This is an optimization exercise on Yosys and OpenROAD, whose aim is small area, not a production implementation. Function was not checked in any run shown here: the RTL went through the layout flow alone. Power figures rest on the tool's default switching activity, not on a simulated workload.

<file path="flow/run.sh">
#!/bin/bash
# The standard synthesis, then the standard layout with: the ports
# buffered by the smallest buffer, one tie cell per constant kept as
# synthesis made it, and a clock tree of clkbuf_8 without dummy loads.
# ORFS writes each step's log under orfs/logs; the make output of each part
# goes to its own log here.
set -euo pipefail
bash standard.sh synth > synth.log 2>&1
export BUFFER_PORTS_ARGS="-buffer_cell sky130_fd_sc_hd__buf_1"
export SKIP_REPAIR_TIE_FANOUT=1
export CTS_ARGS="-sink_clustering_enable -repair_clock_nets -buf_list sky130_fd_sc_hd__clkbuf_8 -dont_use_dummy_load"
bash standard.sh finish > layout.log 2>&1
</file>
<file path="standard.sh">
#!/bin/bash
# synth_recipe.tcl (not shown) runs the flow's synth.tcl, then flattens the netlist and writes it again
# the make line also repeats each setting of config.mk as NAME=value (left out here)
make -C /OpenROAD-flow-scripts/flow DESIGN_CONFIG=/design/flow/config.mk WORK_HOME=/design/flow/orfs CLKGATE_MAP_FILE= SYNTH_SCRIPT=/design/flow/synth_recipe.tcl "${@:-finish}"
</file>
<file path="config.mk">
export PLATFORM = sky130hd
export DESIGN_NAME = relaymux
export DESIGN_NICKNAME = relaymux
export VERILOG_FILES = /design/flow/design.v
export SDC_FILE = /design/flow/constraint.sdc
export NUM_CORES = 4
export LEC_CHECK = 0
export CAP_MARGIN = 20
export CORE_MARGIN = 2
export CORE_UTILIZATION = 40
export PLACE_DENSITY = 0.6
export SLEW_MARGIN = 20
</file>
<file path="constraint.sdc">
create_clock -name core_clock -period 10.0 [get_ports {clk}]
set_input_delay 2.0000 -clock core_clock [delete_from_list [all_inputs] [get_ports {clk}]]
set_output_delay 2.0000 -clock core_clock [all_outputs]
set_load 0.01 [all_outputs]
</file>
<file path="design.v">
module relaymux_debouncer (
    input  logic       clk,
    input  logic       rst,
    input  logic       tick,
    input  logic [1:0] btn_raw,
    input  logic       take,
    output logic       quiet,
    output logic [1:0] acc
);
    localparam logic [6:0] L_START = 7'h47;    
    localparam logic [6:0] L_END   = 7'h7F;
    logic [6:0] left;
    assign quiet = (acc != 2'b00) && (left == L_END);
    always_ff @(posedge clk) begin
        if (rst)
            acc <= 2'b00;
        else
            acc <= ((take && quiet) ? 2'b00 : acc) | (tick ? btn_raw : 2'b00);
    end
    always_ff @(posedge clk) begin
        if (tick) begin
            if (btn_raw != 2'b00) left <= L_START;
            else if (left != L_END) left <= {left[5:0], left[6] ^ left[5]};
        end
    end
endmodule
module relaymux_relay_bank (
    input  logic       clk,
    input  logic       rst,
    input  logic       wr,
    input  logic [7:0] wdata,
    output logic [7:0] relay
);
    always_ff @(posedge clk) begin
        if (rst)     relay <= 8'h00;
        else if (wr) relay <= wdata;
    end
endmodule
module relaymux_ctrl (
    input  logic        clk,
    input  logic        rst,
    input  logic        cmd_valid,
    input  logic [31:0] cmd_data,
    input  logic        cmd_last,
    input  logic        cmd_err,
    output logic        cmd_ready,
    input  logic        rsp_ready,
    output logic        rsp_valid,
    output logic [31:0] rsp_data,
    output logic        rsp_last,
    output logic [1:0]  man_evt,
    output logic        man_evt_stb,
    input  logic        quiet,
    input  logic [1:0]  acc,
    output logic        take,
    input  logic        tick,
    input  logic [7:0]  relay,
    output logic        seq,
    output logic        rb_wr,
    output logic [7:0]  rb_val
);
    localparam logic [1:0] PH_HDR  = 2'd0;
    localparam logic [1:0] PH_OPEN = 2'd1;    
    localparam logic [1:0] PH_AT   = 2'd2;    
    localparam logic [1:0] PH_BODY = 2'd3;
    localparam logic [5:0] SETTLE = 6'd9;     
    localparam logic [135:0] IDENT = "relaymux v7 #00A7";
    function automatic logic [7:0] cycle_next(input logic [7:0] r);
        cycle_next = 8'h00;
        if (r == 8'h00) cycle_next = 8'h01;
        else for (int i = 0; i < 7; i++) if (r[i]) cycle_next = 8'h01 << (i + 1);
        if (r[7]) cycle_next = 8'h00;
    endfunction
    function automatic logic ge_const(input int v, input logic [4:0] c);
        ge_const = 1'b1;
        for (int b = 0; b < 5; b++)
            ge_const = v[b] ? (!c[b] || ge_const) : (!c[b] && ge_const);
    endfunction
    function automatic logic gt4(input logic [3:0] a, input logic [3:0] b);
        gt4 = 1'b0;
        for (int i = 0; i < 4; i++)
            gt4 = (a[i] && !b[i]) || ((a[i] || !b[i]) && gt4);
    endfunction
    function automatic logic [5:0] dec6(input logic [5:0] c);
        logic borrow;
        borrow = 1'b1;
        for (int i = 0; i < 6; i++) begin
            dec6[i] = c[i] ^ borrow;
            borrow  = borrow && !c[i];
        end
    endfunction
    function automatic logic [3:0] low_chan(input logic [7:0] m);
        low_chan = 4'd8;
        for (int i = 6; i >= 0; i--) if (m[i]) low_chan = 4'(i + 1);
    endfunction
    logic        args;       
    logic        rsp;        
    logic [3:0]  op;
    logic [2:0]  err;
    logic [7:0]  mask;       
    logic [31:0] nq;         
    logic [5:0]  cnt;
    logic [1:0]  ph;
    logic [1:0]  mev;
    logic        mev_stb;
    logic idle;
    assign idle = !args && !rsp && !seq;
    assign take        = idle;
    assign cmd_ready   = (idle && !quiet) || args;
    assign rsp_valid   = rsp;
    assign man_evt     = mev;
    assign man_evt_stb = mev_stb;
    logic [3:0] dop;
    logic       illegal;
    logic       d_list, d_num;       
    logic       o_list, o_num;       
    assign dop     = cmd_data[3:0];
    assign illegal = (cmd_data[31:4] != 28'd0) || dop == 4'h0 || (dop[3] && (dop[2] || dop[1])) || cmd_err;
    assign d_list  = dop == 4'h1 || dop == 4'h2 || dop == 4'h3;
    assign d_num   = dop == 4'h6 || dop == 4'h7;
    assign o_list  = op == 4'h1 || op == 4'h2 || op == 4'h3;
    assign o_num   = op == 4'h6 || op == 4'h7;
    logic [1:0]  e_kind;
    logic [7:0]  e_from, e_ch, e_lo;
    logic        malf, chan_bad, ord_bad, long_bad;
    logic [3:0]  lo, hi;
    logic [2:0]  diff;      
    logic [5:0]  qsum;      
    logic [7:0]  rmask;
    logic [2:0]  rot;
    logic [7:0]  r8;        
    logic [31:0] ge;        
    logic [2:0]  list_err, num_err, w_err, a_err;
    logic        list_ok, num_ok;
    always_comb begin
        e_kind   = cmd_data[31:30];
        e_from   = cmd_data[15:8];
        e_ch     = cmd_data[7:0];
        e_lo     = e_kind[0] ? e_from : e_ch;
        malf     = cmd_err || e_kind[1] || cmd_data[29:16] != 14'd0 ||
                   (!e_kind[0] && e_from != 8'd0);
        chan_bad = !(e_lo[7:4] == 4'd0 && (e_lo[3] ? e_lo[2:0] == 3'd0 : e_lo[2:0] != 3'd0)) ||
                   !(e_ch[7:4] == 4'd0 && (e_ch[3] ? e_ch[2:0] == 3'd0 : e_ch[2:0] != 3'd0));
        lo       = e_lo[3:0];
        hi       = e_ch[3:0];
        diff     = hi[2:0] - lo[2:0];
        ord_bad  = gt4(lo, hi);
        qsum     = cnt + {3'd0, diff} + 6'd1;
        long_bad = (op == 4'h3) && qsum[5] && (qsum[4:0] != 5'd0);
        for (int j = 0; j < 8; j++)
            rmask[j] = !gt4(lo, 4'(j + 1)) && !gt4(4'(j + 1), hi);
        rot = lo[2:0] - 3'd1 - cnt[2:0];
        for (int i = 0; i < 8; i++) r8[i] = relay[3'(i + rot)];
        for (int p = 0; p < 32; p++) ge[p] = ge_const(p, cnt[4:0]);
        list_err = malf ? 3'd3 : chan_bad ? 3'd4 : ord_bad ? 3'd6 : long_bad ? 3'd7 : 3'd0;
        num_err  = ph[0] ? 3'd5 : cmd_err ? 3'd3 : 3'd0;
        w_err    = o_list ? list_err : o_num ? num_err : 3'd0;
        a_err    = (err != 3'd0) ? err : w_err;
        list_ok  = err == 3'd0 && o_list && list_err == 3'd0;
        num_ok   = err == 3'd0 && o_num && num_err == 3'd0;
    end
    logic [3:0] pc1;
    logic s1, c1, s2, c2, s3, c3, k0, s5, c5, k1;
    always_comb begin
        s1  = relay[0] ^ relay[1] ^ relay[2];
        c1  = (relay[0] & relay[1]) | (relay[2] & (relay[0] ^ relay[1]));
        s2  = relay[3] ^ relay[4] ^ relay[5];
        c2  = (relay[3] & relay[4]) | (relay[5] & (relay[3] ^ relay[4]));
        s3  = !(relay[6] ^ relay[7]);
        c3  = relay[6] | relay[7];
        k0  = (s1 & s2) | (s3 & (s1 ^ s2));
        s5  = c1 ^ c2 ^ c3;
        c5  = (c1 & c2) | (c3 & (c1 ^ c2));
        k1  = s5 & k0;
        pc1 = {c5 & k1, c5 ^ k1, s5 ^ k0, s1 ^ s2 ^ s3};
    end
    logic        n_args, n_rsp, n_seq, n_mev_stb;
    logic [3:0]  n_op;
    logic [2:0]  n_err;
    logic [7:0]  n_mask;
    logic [5:0]  n_cnt;
    logic [1:0]  n_ph, n_mev;
    logic        manual, hdr_acc, arg_acc, fin, r_acc;
    logic [3:0]  f_op;
    logic [7:0]  w_mask;     
    assign w_mask = o_list ? (mask | rmask) : o_num ? cmd_data[7:0] : mask;
    logic        k_str;
    always_comb begin
        n_args    = args;
        n_rsp     = rsp;
        n_seq     = seq;
        n_op      = op;
        n_err     = err;
        n_mask    = mask;
        n_cnt     = cnt;
        n_ph      = ph;
        n_mev     = mev;
        n_mev_stb = 1'b0;
        rb_wr     = 1'b0;
        rb_val    = 8'h00;
        manual  = idle && quiet;
        hdr_acc = idle && !quiet && cmd_valid;
        arg_acc = args && cmd_valid;
        fin     = (hdr_acc || arg_acc) && cmd_last;
        f_op    = hdr_acc ? dop : op;
        r_acc   = rsp && rsp_ready;
        k_str = err == 3'd0 && op == 4'h5;
        if (manual) begin
            rb_wr     = 1'b1;
            rb_val    = 8'h00;
            n_seq     = 1'b1;
            n_cnt     = SETTLE;
            n_ph      = {!acc[1], 1'b1};
            n_mask    = cycle_next(relay);
            n_mev     = acc;
            n_mev_stb = 1'b1;
        end
        if (hdr_acc) begin
            n_op    = dop;
            n_mask  = 8'h00;
            n_cnt   = 6'd0;
            n_ph[0] = 1'b0;
            n_args  = !cmd_last;
            n_err   = illegal ? 3'd1 : (cmd_last && (d_list || d_num)) ? 3'd2 : 3'd0;
        end
        if (arg_acc) begin
            n_ph[0] = 1'b1;
            n_err   = a_err;
            n_mask  = w_mask;
            if (op == 4'h3) n_cnt = qsum;
            if (cmd_last) n_args = 1'b0;
        end
        if (fin) begin
            if (n_err != 3'd0) begin
                n_rsp = 1'b1;
                n_cnt = 6'd0;
                n_ph  = PH_HDR;
            end else begin
                case (f_op)
                    4'h1, 4'h2, 4'h4, 4'h6, 4'h7: begin
                        rb_wr = 1'b1;
                        n_seq = 1'b1;
                        n_cnt = SETTLE;
                        n_ph  = {f_op[2] & f_op[1], 1'b0};
                        case (op)
                            4'h1:    rb_val = relay & ~w_mask;
                            4'h2:    rb_val = relay | w_mask;
                            4'h6:    rb_val = relay & w_mask;
                            4'h7:    rb_val = relay | w_mask;
                            default: rb_val = 8'h00;
                        endcase
                        if (hdr_acc) rb_val = 8'h00;
                    end
                    4'h3: begin n_rsp = 1'b1; n_ph = PH_HDR; end
                    4'h5: begin
                        n_rsp  = 1'b1;
                        n_ph   = PH_HDR;
                        n_mask = relay;
                        n_cnt  = {1'b0, pc1, relay == 8'h00};
                    end
                    4'h8:    begin n_rsp = 1'b1; n_ph = PH_HDR; n_cnt = 6'd1;  end
                    default: begin n_rsp = 1'b1; n_ph = PH_HDR; n_cnt = 6'd17; end
                endcase
            end
        end
        if (seq && tick) begin
            if (cnt != 6'd0) begin
                n_cnt = dec6(cnt);
            end else if (ph[1]) begin
                rb_wr   = 1'b1;
                rb_val  = mask;
                n_cnt   = SETTLE;
                n_ph[1] = 1'b0;
            end else begin
                n_seq = 1'b0;
                if (!ph[0]) begin
                    n_rsp = 1'b1;
                    n_ph  = PH_HDR;
                end
            end
        end
        if (r_acc) begin
            if (cnt == 6'd0) n_rsp = 1'b0;
            else             n_cnt = dec6(cnt);
            case (ph)
                PH_HDR:  n_ph = k_str ? PH_OPEN : PH_BODY;
                PH_OPEN: n_ph = PH_AT;
                default: n_ph = PH_BODY;
            endcase
            if (ph == PH_BODY && k_str && cnt[0])
                for (int i = 0; i < 8; i++)
                    n_mask[i] = mask[i] && ((mask & ((8'd1 << i) - 8'd1)) != 8'd0);
        end
    end
    logic q_sh;
    assign q_sh = r_acc && ph == PH_BODY;
    always_ff @(posedge clk) begin
        for (int p = 0; p < 32; p++) begin
            if (rsp) begin
                if (q_sh) nq[p] <= (p == 31) ? 1'b1 : nq[(p + 1) % 32];
            end else if (ge[p]) begin
                nq[p] <= !r8[p % 8];
            end
        end
    end
    logic [3:0] r_kind;
    logic [7:0] body;
    always_comb begin
        if (err != 3'd0) r_kind = 4'hF;
        else case (op)
            4'h3:    r_kind = 4'h1;
            4'h5:    r_kind = 4'h3;
            4'h8:    r_kind = 4'h2;
            4'h9:    r_kind = 4'h4;
            default: r_kind = 4'h0;
        endcase
        case (r_kind)
            4'h1:    body = {7'd0, !nq[0]};
            4'h2:    body = relay;
            4'h3:    body = (cnt == 6'd0) ? 8'h29 :
                            cnt[0] ? {4'h3, low_chan(mask)} : 8'h2C;
            default: body = IDENT[8 * cnt[4:0] +: 8];
        endcase
        if (!rsp)                 rsp_data = 32'h0;
        else if (ph == PH_HDR)    rsp_data = {r_kind, 4'h0, 5'd0, err, 10'd0, cnt};
        else if (ph == PH_OPEN)   rsp_data = 32'h28;
        else if (ph == PH_AT)     rsp_data = 32'h40;
        else                      rsp_data = {24'd0, body};
    end
    assign rsp_last = rsp && cnt == 6'd0;
    always_ff @(posedge clk) begin
        if (rst) begin
            args    <= 1'b0;
            rsp     <= 1'b0;
            seq     <= 1'b0;
            mev     <= 2'b00;
            mev_stb <= 1'b0;
        end else begin
            args    <= n_args;
            rsp     <= n_rsp;
            seq     <= n_seq;
            mev     <= n_mev;
            mev_stb <= n_mev_stb;
        end
    end
    always_ff @(posedge clk) begin
        op   <= n_op;
        err  <= n_err;
        mask <= n_mask;
        cnt  <= n_cnt;
        ph   <= n_ph;
    end
endmodule
module relaymux (
    input  logic        clk,
    input  logic        rst,
    input  logic        tick,
    input  logic [1:0]  btn_raw,
    input  logic        cmd_valid,
    input  logic [31:0] cmd_data,
    input  logic        cmd_last,
    input  logic        cmd_err,
    input  logic        rsp_ready,
    output logic [7:0]  relay_out,
    output logic        cmd_ready,
    output logic        rsp_valid,
    output logic [31:0] rsp_data,
    output logic        rsp_last,
    output logic        busy,
    output logic [1:0]  man_evt,
    output logic        man_evt_stb
);
    logic       quiet;
    logic [1:0] acc;
    logic       take;
    logic [7:0] relay;
    logic       seq;
    logic       rb_wr;
    logic [7:0] rb_val;
    logic        c_cmd_ready;
    logic        c_rsp_valid;
    logic [31:0] c_rsp_data;
    logic        c_rsp_last;
    logic [1:0]  c_man_evt;
    logic        c_man_evt_stb;
    relaymux_debouncer u_deb (
        .clk     (clk),
        .rst     (rst),
        .tick    (tick),
        .btn_raw (btn_raw),
        .take    (take),
        .quiet   (quiet),
        .acc     (acc)
    );
    relaymux_relay_bank u_bank (
        .clk   (clk),
        .rst   (rst),
        .wr    (rb_wr),
        .wdata (rb_val),
        .relay (relay)
    );
    relaymux_ctrl u_ctrl (
        .clk         (clk),
        .rst         (rst),
        .cmd_valid   (cmd_valid),
        .cmd_data    (cmd_data),
        .cmd_last    (cmd_last),
        .cmd_err     (cmd_err),
        .cmd_ready   (c_cmd_ready),
        .rsp_ready   (rsp_ready),
        .rsp_valid   (c_rsp_valid),
        .rsp_data    (c_rsp_data),
        .rsp_last    (c_rsp_last),
        .man_evt     (c_man_evt),
        .man_evt_stb (c_man_evt_stb),
        .quiet       (quiet),
        .acc         (acc),
        .take        (take),
        .tick        (tick),
        .relay       (relay),
        .seq         (seq),
        .rb_wr       (rb_wr),
        .rb_val      (rb_val)
    );
    assign relay_out   = rst ? 8'h00 : relay;
    assign cmd_ready   = rst ? 1'b0  : c_cmd_ready;
    assign rsp_valid   = rst ? 1'b0  : c_rsp_valid;
    assign rsp_data    = rst ? 32'h0 : c_rsp_data;
    assign rsp_last    = rst ? 1'b0  : c_rsp_last;
    assign busy        = rst ? 1'b0  : seq;
    assign man_evt     = rst ? 2'b00 : c_man_evt;
    assign man_evt_stb = rst ? 1'b0  : c_man_evt_stb;
endmodule
</file>
==> results of run 1 <==
[path summary, 6_finish.rpt]
| kind | start | slack, ps | endpoint | cells after the start |
|---|---|---|---|---|
| max | cmd_data[30] | 3810 | u_bank.relay[3] | 13 |
| min | u_ctrl.mev[1] | 460 | u_ctrl.mev[1] | 2 |
| max reg2reg | u_ctrl.cnt[0] | 5900 | u_bank.relay[3] | 13 |
| min reg2reg | u_ctrl.mev[1] | 460 | u_ctrl.mev[1] | 2 |
[Yosys cell counts, drive strengths merged, types with 3 or more instances]
| library cell | count | area (um2) |
|---|---|---|
| edfxtp | 39 | 1170 |
| o31ai | 18 | 145 |
| clkinv | 3 | 11.3 |
| o31a | 3 | 26.3 |
| a221oi | 5 | 43.8 |
| or2 | 4 | 27.5 |
| fa | 7 | 140 |
| o311ai | 3 | 33.8 |
| nor4 | 16 | 134 |
| a21o | 3 | 22.5 |
| buf | 27 | 183 |
| a32o | 3 | 30.0 |
| clkbuf | 49 | 184 |
| ha | 32 | 400 |
| nor2 | 84 | 323 |
| or3 | 9 | 56.3 |
| nand4 | 5 | 31.3 |
| nand3b | 9 | 67.6 |
| o21ai | 51 | 255 |
| a21oi | 53 | 265 |
| o211ai | 9 | 72.6 |
| mux2 | 3 | 33.8 |
| a211oi | 9 | 80.1 |
| a221o | 9 | 90.1 |
| inv | 43 | 161 |
| a211o | 7 | 61.3 |
| o221ai | 4 | 41.3 |
| nor2b | 17 | 106 |
| xnor2 | 8 | 70.1 |
| and2 | 17 | 106 |
| nand2 | 131 | 492 |
| a31oi | 15 | 109 |
| a311oi | 3 | 26.3 |
| a2111oi | 4 | 53.8 |
| mux4 | 8 | 180 |
| nor3 | 26 | 140 |
| and3 | 13 | 81.3 |
| dfxtp | 39 | 781 |
| nand2b | 10 | 62.6 |
| mux2i | 10 | 100 |
| xor2 | 6 | 52.6 |
| nand3 | 24 | 120 |
| o22ai | 9 | 56.3 |
[cells by family after synthesis]
| group | after synthesis | synth area share |
|---|---|---|
| other cells | 1 | 0.000540 |
| mux | 21 | 0.0452 |
| fa+ha+maj | 39 | 0.0779 |
| flops | 78 | 0.281 |
| buf+inv | 122 | 0.0777 |
| compound gates | 231 | 0.233 |
| xor+xnor | 14 | 0.0177 |
| simple gates | 375 | 0.267 |
[power by group through the flow]
stage | combinational (W) | clock, W | sequential [W]
after floorplan | 0.000543 | 0 | 0.000429
after global placement | 0.000650 | 0 | 0.000488
after detailed placement | 0.000657 | 0 | 0.000489
after CTS | 0.000660 | 0.000193 | 0.000482
after global routing | 0.000741 | 0.000202 | 0.000493
final | 0.000668 | 0.000190 | 0.000486
[flip-flops by register name, indices dropped and copies added, names as in the netlist, 3 cells and up]
signal / flops
u_ctrl.nq: 32
u_deb.left: 7
u_ctrl.err: 3
u_ctrl.op: 4
u_ctrl.cnt: 6
u_bank.relay: 8
u_ctrl.mask: 8
[layer usage]
metal,up-vias,wire length (um)
li1,3193,-
met3,42,1390
met2,300,10400
met4,0,632
met1,3236,10100
met5,-,0
[worst max-delay path: stages]
cell,delay [ps]
buf_1,330
mux2i_1,590
fa_1,580
fa_1,500
a21o_1,210
a32oi_1,200
and4b_1,300
o221ai_2,170
o31ai_2,320
o211ai_2,190
nor2_4,450
a31oi_4,220
a221o_1,390
[through the flow]
stage | instance area (um2) | power (W)
global placement | 7170 | 0.00114
floorplan | 6940 | 0.000973
detailed placement | 7170 | 0.00115
global route | 7300 | 0.00144
finish | 7300 | 0.00134
CTS | 7300 | 0.00134
[layout make-up]
cell class	count	area share
multi-input cells	681	0.611
flip-flops and latches	78	0.268
well taps	225	0.0386
inverters	46	0.0237
repair buffers	76	0.0422
clock buffers	9	0.0170
==> reports/metrics.csv, run 1 <==
metric;value;unit
status;no timing/DRC/antenna violations;
grt_busiest_layer;met2;
synth.distinct_cells;85;
power.density;184;mW/mm2
ant_nets;0;
final_cell_mix;131 x nand2_1, 83 x nor2_1, 70 x buf_1;
area_growth;5.10;%
worstSetupPathType;primary input to flop;
period_share;0.619;
grt_pass1_vias;6298;
wl_per_cell;20.2;um
multiInputGateArea;0.00446;mm2
leakage;2.65;nW
layout-drive-gt1-share;0.0596;
path_clk_slew;100;ps
viasPerCell;6.07;
seqCellArea;0.00195;mm2
critPathLaunchType;primary input;
gr-total-overflow;0;
ir_drop;77.0;uV
dieHeight;136;um
port_buffers;70;
cts_resized;0;
drtPass1Iterations;6;
setup_ws;3810;ps
final_nets;972;
whs;465;ps
root_buffer;clkbuf_8;
grtUsageMet3;0.0284;
avgSynthCellArea;7.88;um2
postSynthCellCount;881;
setup_viol;0;
grt_first_pass_wirelength;35000;um
seq_power_share;0.361;
grt_max_degree;60;
num_antenna_cells;0;
tns;0;ps
n_fill_cell;1837;
finalClockSkew;22.2;ps
p_int;0.000725;W
std_cell_rows;48;
tightest_slew;1140;ps
cts_max_path_buffers;2;
start_util;0.406;
num_io_pins;88;
fp.dieArea;0.0184;mm2
drtIter0Drc;728;
clk_latency;380;ps
relSlewSlack;0.235;
holdBufCountCts;0;
cts_htree_levels;3;
period_minus_slack;6190;ps
drc;0;
die_x;136;um
min_path_type;flop to flop;
gr-usage-all-layers;0.248;
clock.fmax;0.161;GHz
worstPathRequired;10260;ps
postCtsSetupRepairBufs;0;
routed-via-count;6771;
cts_inserted_buffers;9;
async_flop_share;0;
rsz0062_at_grt;no;
cp_max_fo;18;
syn_area;0.00694;mm2
dp.cells;1106;
end_kind;flop;
switching_power;0.000618;W
synth_enable_flop_cells;39;
hold_viol;0;
grt_use_met1;0.343;
cts_tree;yes;
dp_hpwl;16800;um
drt_wl_total;22500;um
pwr-share-comb;0.497;
postLayoutCoreUtil;0.426;
grt_util_met2;0.399;
clockPowerShare;0.142;
ys_seq_area_frac;0.281;
gp_congestion;0.948;
ys_warn_count;3;
ys.flop_type;edfxtp_1;
drv_slew;0;
cap_viol_max_count;0;
p_sw_frac;0.460;
fin_cells;1115;
synth_nets;961;
final_common_cell;nand2_1;
synth.ff_latch_count;78;
dpl_worst_slack;3510;ps
antenna_found_initial;0;
core;0.0171;mm2
cts_sinks;78;
worst_ep_arrival_time;6450;ps
==> run 2: changes to the inputs <==
==> flow/run.sh (replaced) <==
#!/bin/bash
# The standard synthesis, then the standard layout with: the ports
# buffered by the smallest buffer, one tie cell per constant kept as
# synthesis made it, a clock tree of clkbuf_8 without dummy loads, and
# non-critical gates sized down after global routing. ORFS writes each
# step's log under orfs/logs; the make output of each part goes to its own
# log here.
set -euo pipefail
bash standard.sh synth > synth.log 2>&1
export BUFFER_PORTS_ARGS="-buffer_cell sky130_fd_sc_hd__buf_1"
export SKIP_REPAIR_TIE_FANOUT=1
export RECOVER_POWER=100
export CTS_ARGS="-sink_clustering_enable -repair_clock_nets -buf_list sky130_fd_sc_hd__clkbuf_8 -dont_use_dummy_load"
bash standard.sh finish > layout.log 2>&1
==> run 2 against run 1 <==
- synthesized area unchanged
- synthesized cell count unchanged
- power decreased by 0.50%
- global-route usage unchanged
- register-to-register slack got worse by 950 ps
- non-clock buffer count unchanged
- sequential power about the same
- clock-buffer cell count unchanged
- final area decreased by 0.89%
- critical path depth increased by 2
- critical path type unchanged
- largest cell class unchanged
==> reports/metrics.csv, run 2 <==
metric;value;unit;change
slowest_stage;nor2_1;;
avgSynthCellArea;7.88;um2;unchanged
cp_max_fo;18;;unchanged
whs_path_depth;2;;unchanged
cts_tree;yes;;
area_growth;4.16;%;
period_minus_slack;7140;ps;+943 ps
worstSetupPathType;primary input to flop;;
wl_per_cell;20.2;um;+0.10%
drtPass1Iterations;6;;unchanged
drt_wl_total;22500;um;+0.10%
gr-usage-all-layers;0.248;;unchanged
path_clk_slew;90;ps;about the same
synth_nets;961;;unchanged
whs_endpoint;u_ctrl.mev[1];;
r2r_end;u_bank.relay[3];;
routed-via-count;6770;;-0.015%
layout-drive-gt1-share;0.0494;;-0.0101
worst_ep_arrival_time;7400;ps;+950 ps
grt_first_pass_wirelength;35000;um;unchanged
tns;0;ps;unchanged
setup_viol;0;;unchanged
synth_most_common_cell;nand2_1;;
power.density;185;mW/mm2;+0.40%
synth_xor_area_frac;0.0177;;unchanged
finalClockSkew;21.7;ps;-0.569 ps
viasPerCell;6.07;;about the same
dp_hpwl;16800;um;unchanged
cts_max_path_buffers;2;;unchanged
postCtsSetupRepairBufs;0;;unchanged
ant_nets;0;;unchanged
async_flop_share;0;;unchanged
die_x;136;um;unchanged
ys.flop_type;edfxtp_1;;
holdBufCountCts;0;;unchanged
crit_family;compound AO/OA/AOI/OAI gates;;
gr-total-overflow;0;;unchanged
final_cell_mix;131 x nand2_1, 84 x nor2_1, 67 x buf_1;;
top_register;u_ctrl.nq;;
drtIter0Drc;762;;+4.7%
synth_top_cell_by_area;edfxtp_1;;
grt_pass1_vias;6298;;unchanged
grt_max_degree;60;;unchanged
synth-adder-area-share;0.0779;;unchanged
synth_top_area_frac;0.169;;unchanged
final_common_cell;nand2_1;;
largest_reg_flops;32;;unchanged
synth-simple-area-share;0.267;;unchanged
cp_cell_sequence;clkbuf_1, mux2_2, ha_1, inv_1, fa_1, fa_1, a21o_1, a32oi_1, and4b_1, a2111oi_0, o31ai_1, o211ai_1, nor2_1, a31oi_1, a221o_1;;
final_nets;972;;unchanged
cpMostUsedCell;fa_1;;
start_util;0.406;;unchanged
synth_area_leaders;edfxtp_1 17%, dfxtp_1 11%, nand2_1 7.1%;;
cap_viol_max_count;0;;unchanged
r2r-start;u_ctrl.cnt[0];;
gp_congestion;0.948;;unchanged
hold_viol;0;;unchanged
antenna_found_initial;0;;unchanged
syn_area;0.00694;mm2;unchanged
reg_top3;u_ctrl.nq (32), u_bank.relay (8), u_ctrl.mask (8);;
postSynthCellCount;881;;unchanged
root_buffer;clkbuf_8;;
n_fill_cell;1849;;+0.65%
fin_area;0.00723;mm2;-0.89%
fp.dieArea;0.0184;mm2;unchanged
num_antenna_cells;0;;unchanged
drc;0;;unchanged
num_io_pins;88;;unchanged
leakage;2.64;nW;-0.53%
cts_sinks;78;;unchanged
synth_top_family_by_area;simple AND/OR/NAND/NOR gates;;
cts_inserted_buffers;9;;unchanged
clk_latency;370;ps;about the same
ys_seq_area_frac;0.281;;unchanged
cts_resized;0;;unchanged
clock.fmax;0.140;GHz;-13%
status;no timing/DRC/antenna violations;;
cts_htree_levels;3;;unchanged
relSlewSlack;0.0783;;-0.157
end_kind;flop;;
drv_slew;0;;unchanged
min_from;u_ctrl.mev[1];;
slowest_delay;1030;ps;+440 ps
min_path_type;flop to flop;;
ys_warn_count;3;;unchanged
synth_commonest_cells;131 x nand2_1, 83 x nor2_1, 53 x a21oi_1;;
synth_compound_area_frac;0.233;;unchanged
cp-startpoint;cmd_data[30];;
period_share;0.714;;+0.0943
synth.distinct_cells;85;;unchanged
critPathLaunchType;primary input;;
synth.mux.area_fraction;0.0452;;unchanged
port_buffers;70;;unchanged
rsz0062_at_grt;no;;
dieHeight;136;um;unchanged
reg2reg_depth;13;;unchanged
synth_enable_flop_cells;39;;unchanged
synth.ff_latch_count;78;;unchanged
postLayoutCoreUtil;0.423;;-0.00380
crit_buf_inv;2;;+1
placed_area;0.00717;mm2;unchanged
ir_drop;76.4;uV;-0.77%
tightest_slew;1380;ps;+239 ps
r2r_setup_slack;4950;ps;-950 ps
worstPathRequired;10260;ps;about the same
std_cell_rows;48;;unchanged
core;0.0171;mm2;unchanged
-- run 2: cell types whose count changed in the layout (fill, tap and decap cells not counted), sizes merged --
cell,before,now
clkbuf,9,13
buf,76,72
-- run 2: per-stage QoR --
stage          setup WS [ps]  power, W  hold slack, ps  instances
2_1_floorplan           4230  0.000973             432        881
3_3_place_gp            3610   0.00114             445       1106
3_5_place_dp            3510   0.00115             452       1106
4_1_cts                 3890   0.00134             466       1115
5_1_grt                 2550   0.00143             496       1115
6_report                2860   0.00134             464       1115
-- run 2: where the power goes --
part / switching, W / internal (W)
logic: 0.000420 / 0.000243
registers: 0.0000851 / 0.000400
clock network: 0.000109 / 0.0000805
-- run 2: logic make-up (layout without fill, tap and decap cells) --
family | Yosys count | after routing
flip-flops | 78 | 78
other | 1 | 1
AO/OA/AOI/OAI | 231 | 231
multiplexers | 21 | 21
XOR/XNOR | 14 | 14
adder cells (fa/ha/maj) | 39 | 39
AND/OR/NAND/NOR | 375 | 375
buffers and inverters | 122 | 131
-- run 2: how the worst max path moves through the flow --
stage,endpoint,cells after the start
after floorplan,u_bank.relay[4],15
after global placement,u_bank.relay[4],15
after detailed placement,u_bank.relay[3],15
after CTS,u_bank.relay[3],15
after global routing,u_bank.relay[3],13
final,u_bank.relay[3],15
-- run 2: cell type report --
cell class | instances | area (um2) | share of cell area
Clock buffer | 9 | 124 | 0.0171
Inverter | 46 | 173 | 0.0239
Multi-Input combinational cell | 681 | 4400 | 0.608
Sequential cell | 78 | 1950 | 0.270
Tap cell | 225 | 282 | 0.0389
Timing Repair Buffer | 76 | 304 | 0.0420
-- run 2: routing by layer --
metal | share of wire | vias up | routed length [um] | global-route usage
li1 | - | 3205 | - | -
met1 | 0.45 | 3208 | 10000 | 0.343
met2 | 0.46 | 320 | 10400 | 0.399
met3 | 0.064 | 37 | 1440 | 0.0284
met4 | 0.026 | 0 | 593 | 0.0897
met5 | 0 | - | 0 | 0
-- run 2: worst reg2reg max path, stage by stage, from the launching register on --
cell       delay, ps
dfxtp_1          440
inv_1            360
ha_1             240
inv_1             60
fa_1             440
a21o_1           210
a32oi_1          200
and4b_1          280
a2111oi_0        120
o31ai_1          370
o211ai_1         190
nor2_1          1030
a31oi_1          530
a221o_1          470

port drivers added, routing unchanged:
The results above use ideal ports. As a check the final layouts listed here were re-extracted and re-timed, cells and wires unchanged.
Step 1 assumes that a clkbuf_16 drives the clock port and a buf_2 every other input.
Step 2 adds t to the input delays and takes it off the output delays; t is the mean of the earliest and latest rising clock arrival at the registers after step 1. Input paths then give back, and output paths get back, about the clock's delay inside the block.
Three values: ideal, step 1, step 2; two values: the first two.
| run | t (ns) | slack for setup (ns) | worst setup path after step 2 | worst data-port slew with drivers (ns) |
|---|---|---|---|---|
| run 1 | 0.404 | 3.808 / 3.825 / 3.420 | input to register | 0.04 |
| run 2 | 0.401 | 2.865 / 2.881 / 2.479 | input to register | 0.04 |
After both steps setup and hold are still met in every run listed. For run 1, which loses most, drivers alone change the setup slack by +0.017 ns; drivers and shift together by -0.388 ns.
